What follows belongs to an exercise in optimizing a design on an open flow for small area; a production flow would make more cautious choices. Power figures rest on the tool's default switching activity, not on a simulated workload.

==> 01-25: inputs <==
## swb
module swb #(
    parameter integer CYC_US   = 2,      
    parameter integer TICK_CYC = 1250    
) (
    input  wire        clk,
    input  wire        rst,
    input  wire        req_valid,
    input  wire [15:0] req_word,
    output wire        req_ready,
    input  wire        sb_we,
    input  wire [3:0]  sb_addr,
    input  wire [7:0]  sb_wdata,
    input  wire        reg_we,
    input  wire [3:0]  reg_addr,
    input  wire [31:0] reg_wdata,
    output reg  [31:0] reg_rdata,
    input  wire        ss_pin,
    input  wire        rst_pin,
    output reg         lcd_rs,
    output wire        lcd_rw,
    output reg         lcd_e,
    output reg  [3:0]  lcd_d
);
==> flow/config.mk <==
export PLATFORM = sky130hd
export DESIGN_NAME = swb
export DESIGN_NICKNAME = swb
export VERILOG_FILES = /design/flow/design.v
export SDC_FILE = /design/flow/constraint.sdc
export NUM_CORES = 4
export LEC_CHECK = 0
export ABC_AREA = 1
export CAP_MARGIN = 10
export CORE_MARGIN = 2
export CORE_UTILIZATION = 55
export PLACE_DENSITY = 0.7
export SLEW_MARGIN = 10
==> flow/constraint.sdc <==
create_clock -name core_clock -period 25.0 [get_ports {clk}]
set_input_delay 5.0000 -clock core_clock [delete_from_list [all_inputs] [get_ports {clk}]]
set_output_delay 5.0000 -clock core_clock [all_outputs]
set_load 0.01 [all_outputs]
standard.sh (not shown) runs the stock make flow with config.mk's settings and CLKGATE_MAP_FILE= SYNTH_SCRIPT=/design/flow/synth_recipe.tcl, a recipe that flattens the netlist after the stock synthesis.
==> flow/flow/run.sh <==
#!/bin/bash
# The standard layout (the standard.sh, standard synthesis unchanged) with
# two arguments changed: ports are buffered with buf_1 instead of the default
# buffer, and CTS uses clkbuf_4 and clkbuf_8 in clusters of at most 10 sinks, without
# dummy loads. make's full output goes to standard.log.
set -euo pipefail
export BUFFER_PORTS_ARGS="-buffer_cell sky130_fd_sc_hd__buf_1"
export CTS_ARGS="-sink_clustering_enable -repair_clock_nets -dont_use_dummy_load -buf_list {sky130_fd_sc_hd__clkbuf_4 sky130_fd_sc_hd__clkbuf_8} -sink_clustering_size 10 -sink_clustering_max_diameter 40"
bash standard.sh > standard.log 2>&1
==> inputs of 10-06, as changes to 01-25 <==
--- a/flow/design.v
+++ b/flow/design.v
@@ -13,28 +13,28 @@
             if ((k == 0 || ci[4:2] >= k) && r[4*k+:4] >= 4'd5)
                 a[4*k+:4] = r[4*k+:4] + 4'd3;
     end
     assign ndig = (r[27:24] != 4'd0) ? 3'd5 :
                   (r[23:20] != 4'd0) ? 3'd4 :
                   (r[19:16] != 4'd0) ? 3'd3 :
                   (r[15:12] != 4'd0) ? 3'd2 : 3'd1;
-    wire [3:0] q = idx - {1'b0, ndig};
-    wire [2:0] slot = q[3] ? {2'b00, ~q[0]} : 3'd0 - q[2:0];
+    wire [3:0] e = 4'd10 + {1'b0, ndig} - idx;
+    wire [2:0] slot = (e == 4'd1) ? 3'd0 : (e == 4'd2) ? 3'd1 : e[2:0] - 3'd2;
     always @(*) begin
         case (idx)
             4'd0: chr = 8'h54;
             4'd1: chr = 8'h69;
             4'd2: chr = 8'h6D;
             4'd3: chr = 8'h65;
             4'd4: chr = 8'h72;
             4'd5: chr = 8'h3A;
             4'd6: chr = 8'h20;
             default: begin
-                if (q == 4'd10)     chr = 8'h73;
-                else if (q == 4'd7) chr = 8'h2E;
+                if (e == 4'd0)      chr = 8'h73;
+                else if (e == 4'd3) chr = 8'h2E;
                 else                chr = {4'h3, r[4*slot+:4]};
             end
         endcase
     end
 endmodule
 module swb_ctx #(
     parameter integer CYC_US = 2         
@@ -76,29 +76,22 @@
     localparam [14:0] E_NIB_2  = E_NIB + W_2 * CYC_US;
     localparam [14:0] E_NIB_37 = E_NIB + W_37 * CYC_US;
     localparam [14:0] E_B37    = E_BYTE + W_37 * CYC_US;
     localparam [14:0] E_BCLR   = E_BYTE + W_CLR * CYC_US;
     reg [3:0]  op;
     reg [8:0]  arg;
     reg [4:0]  i_pc, h_pc, l_pc;
-    reg [11:0] i_c;
-    reg [6:0]  h_c, l_c;
-    reg        h_clr, l_clr;
+    reg [14:0] i_c;
+    reg [11:0] h_c, l_c;
     reg [27:0] h_r, l_r;
-    wire        i_init = (op == OP_INIT);
-    wire [14:0] i_cv   = {i_init ? arg[8:6] : 3'd0, i_c};
-    wire [4:0]  h_pcv  = h_clr ? 5'd0 : h_pc;
-    wire [11:0] h_cv   = {h_clr ? h_pc : 5'd0, h_c};
-    wire [4:0]  l_pcv  = l_clr ? 5'd0 : l_pc;
-    wire [11:0] l_cv   = {l_clr ? l_pc : 5'd0, l_c};
     wire        sel_i = ~sel_h & ~sel_l;
     wire        start = i_start | h_start | l_start;
     wire        run   = i_run | h_run | l_run;
-    wire [4:0]  pc = sel_h ? h_pcv : sel_l ? l_pcv : i_pc;
-    wire [14:0] c  = sel_h ? {3'd0, h_cv} : sel_l ? {3'd0, l_cv} : i_cv;
+    wire [4:0]  pc = sel_h ? h_pc : sel_l ? l_pc : i_pc;
+    wire [14:0] c  = sel_h ? {3'd0, h_c} : sel_l ? {3'd0, l_c} : i_c;
     wire [27:0] r  = sel_h ? h_r : l_r;
     wire [27:0] a;
     wire [2:0]  nd;
     wire [7:0]  t_chr;
     wire        cv = (pc == 5'd0) && c[14:5] == 10'd0 && c[4:3] != 2'b11;
     swb_fmt u_fmt (.r(r), .ci(c[4:0]), .a(a), .ndig(nd), .idx(str_idx), .chr(t_chr));
     wire [3:0] cop = sel_i ? op : OP_WRSTR;
@@ -166,35 +159,25 @@
     assign mark_val = (pc == 5'd0) ? 2'd1 : 2'd2;
     wire [4:0]  n_pc   = start ? 5'd0 : pc + 5'd1;
     wire [14:0] n_c    = (start || endc) ? 15'd0 : c + 15'd1;
     wire        n_busy = start || !(endc && last);
     wire [27:0] n_r    = start ? {cval, 4'd0} : {a[26:0], a[27]};
     wire        pc_we  = start || endc;
     wire        r_we   = start || cv;
-    wire        clr_n  = start || (pc == 5'd0 && !endc);    
     always @(posedge clk) begin
         if (i_start) begin
             op  <= start_op;
             arg <= start_arg;
-        end else if (i_run && i_init)
-            arg[8:6] <= n_c[14:12];
-        if (i_start || i_run) i_c <= n_c[11:0];
-        if ((i_start || i_run) && pc_we) i_pc <= n_pc;
-        if (h_start || h_run) begin
-            h_clr <= clr_n;
-            h_c   <= n_c[6:0];
-            if (clr_n)      h_pc <= n_c[11:7];
-            else if (pc_we) h_pc <= n_pc;
-        end
-        if (l_start || l_run) begin
-            l_clr <= clr_n;
-            l_c   <= n_c[6:0];
-            if (clr_n)      l_pc <= n_c[11:7];
-            else if (pc_we) l_pc <= n_pc;
         end
+        if (i_start || i_run) i_c <= n_c;
+        if (h_start || h_run) h_c <= n_c[11:0];
+        if (l_start || l_run) l_c <= n_c[11:0];
+        if ((i_start || i_run) && pc_we) i_pc <= n_pc;
+        if ((h_start || h_run) && pc_we) h_pc <= n_pc;
+        if ((l_start || l_run) && pc_we) l_pc <= n_pc;
         if ((h_start || h_run) && r_we) h_r <= n_r;
         if ((l_start || l_run) && r_we) l_r <= n_r;
         if (rst) begin
             i_busy <= 1'b0;
             h_busy <= 1'b0;
             l_busy <= 1'b0;
         end else begin
@@ -278,16 +261,16 @@
         if (r_op == OP_INIT) r_ok = r_ok && (session == SES_UNINIT);
         else                 r_ok = r_ok && (session == SES_READY);
     end
     assign req_ready = step_i & ~i_busy;
     wire   accept    = req_ready & req_valid;
     wire   i_start   = accept & r_ok;
     wire   i_run = step_i & i_busy;
-    wire   h_run = step_h & h_busy;      
-    wire   l_run = step_l & l_busy;      
+    wire   h_run = step_h & (hst == H7) & h_busy;
+    wire   l_run = step_l & (lst == L4) & l_busy;
     wire push_ok = (session == SES_READY);
     wire h_start = step_h & (hst == H6) & push_ok;
     wire l_start = step_l & (lst == L3) & push_ok;
     wire [23:0] cval = (n_et > 32'd9999999) ? 24'd9999999 : n_et[23:0];
     swb_ctx #(.CYC_US(CYC_US)) u_ctx (
         .clk(clk), .rst(rst), .sel_h(in_high), .sel_l(in_low),
         .i_start(i_start), .h_start(h_start), .l_start(l_start),
==> flow/run.sh (new file) <==
#!/bin/bash
# synth_recipe.tcl (not shown) runs the flow's synth.tcl, then flattens the netlist and writes it again
# the make line also repeats each setting of config.mk as NAME=value (left out here)
make -C /OpenROAD-flow-scripts/flow DESIGN_CONFIG=/design/flow/config.mk WORK_HOME=/design/flow/orfs CLKGATE_MAP_FILE= SYNTH_SCRIPT=/design/flow/synth_recipe.tcl finish
Settings changed: ABC_AREA 1 to default, CAP_MARGIN 10 to 20, CTS_BUF_LIST from default to sky130_fd_sc_hd__clkbuf_4 sky130_fd_sc_hd__clkbuf_8, CTS_CLUSTER_DIAMETER from default to 50, CTS_CLUSTER_SIZE from default to 12, SLEW_MARGIN 10 to 20.
removed: flow/flow/run.sh
removed: flow/standard.sh
==> qor summary <==
Ratio of final minimum period to clock period: 01-25 0.4675; 10-06 0.4857
Yosys top cell area share: 01-25 0.3997; 10-06 0.4142
Synth Area in Adders: 01-25 0.02332; 10-06 0.02228
Max Clock Freq: 01-25 85.57 MHz; 10-06 82.36 MHz
Rel. slew slack: 01-25 0.3390; 10-06 0.2767
Critical register-to-register path startpoint: 01-25 hst[0]; 10-06 lst[3]
Multi-input logic area: 01-25 7784 µm²; 10-06 8438 µm²
Die Width: 01-25 185.1 µm; 10-06 185.9 µm
Initial standard-cell utilization of the core: 01-25 0.5570; 10-06 0.5593
Global-route wire length before repair: 01-25 75,470 µm; 10-06 81,520 µm
FFs & Latches: 01-25 317; 10-06 328
Biggest fanout along the worst timing path: 01-25 31; 10-06 36
Worst supply voltage drop on vdd: 01-25 0.04821 mV; 10-06 0.05035 mV
Non-filler instance count after layout: 01-25 2,735; 10-06 2,352
Number of DRC markers in iteration 0: 01-25 1,405; 10-06 1,579
Die outline height: 01-25 185.1 µm; 10-06 185.9 µm
Status: 01-25 no timing/DRC/antenna violations; 10-06 no timing/DRC/antenna violations
Final core utilization: 01-25 0.5989; 10-06 0.6260
Global-route met2 utilization: 01-25 0.4707; 10-06 0.4769
Pleak: 01-25 0.007599 µW; 10-06 0.006937 µW
Setup slack on the worst flop-to-flop path: 01-25 19,020 ps; 10-06 17,100 ps
No run of this note included a check of the RTL's function; only the layout flow was run.

[static timing again, ports no longer ideal]
The results above use ideal ports. As a check the final layouts listed here were re-extracted and re-timed, cells and wires unchanged.
Step 1 assumes that a clkbuf_16 drives the clock port and a buf_2 every other input.
Step 2 times the ports against the registers' clock, not the clock port: input delays grow and output delays shrink by t, the midpoint of the rising clock arrivals with the driver on.
Three values: ideal, step 1, step 2; two values: the first two.
run | t (ns) | slack for setup (ns) | worst hold slack (ns) | worst register clock-pin slew, ns
01-25 | 0.627 | 13.313 / 13.281 / 13.281 | 0.433 / 0.433 / 0.433 | 0.07 / 0.07
10-06 | 0.619 | 12.858 / 12.835 / 12.835 | 0.429 / 0.429 / 0.429 | 0.09 / 0.09
After both steps every run listed still meets setup and hold. The setup slack of 01-25, which loses most, moves by -0.032 ns with the drivers and by -0.032 ns with both steps.
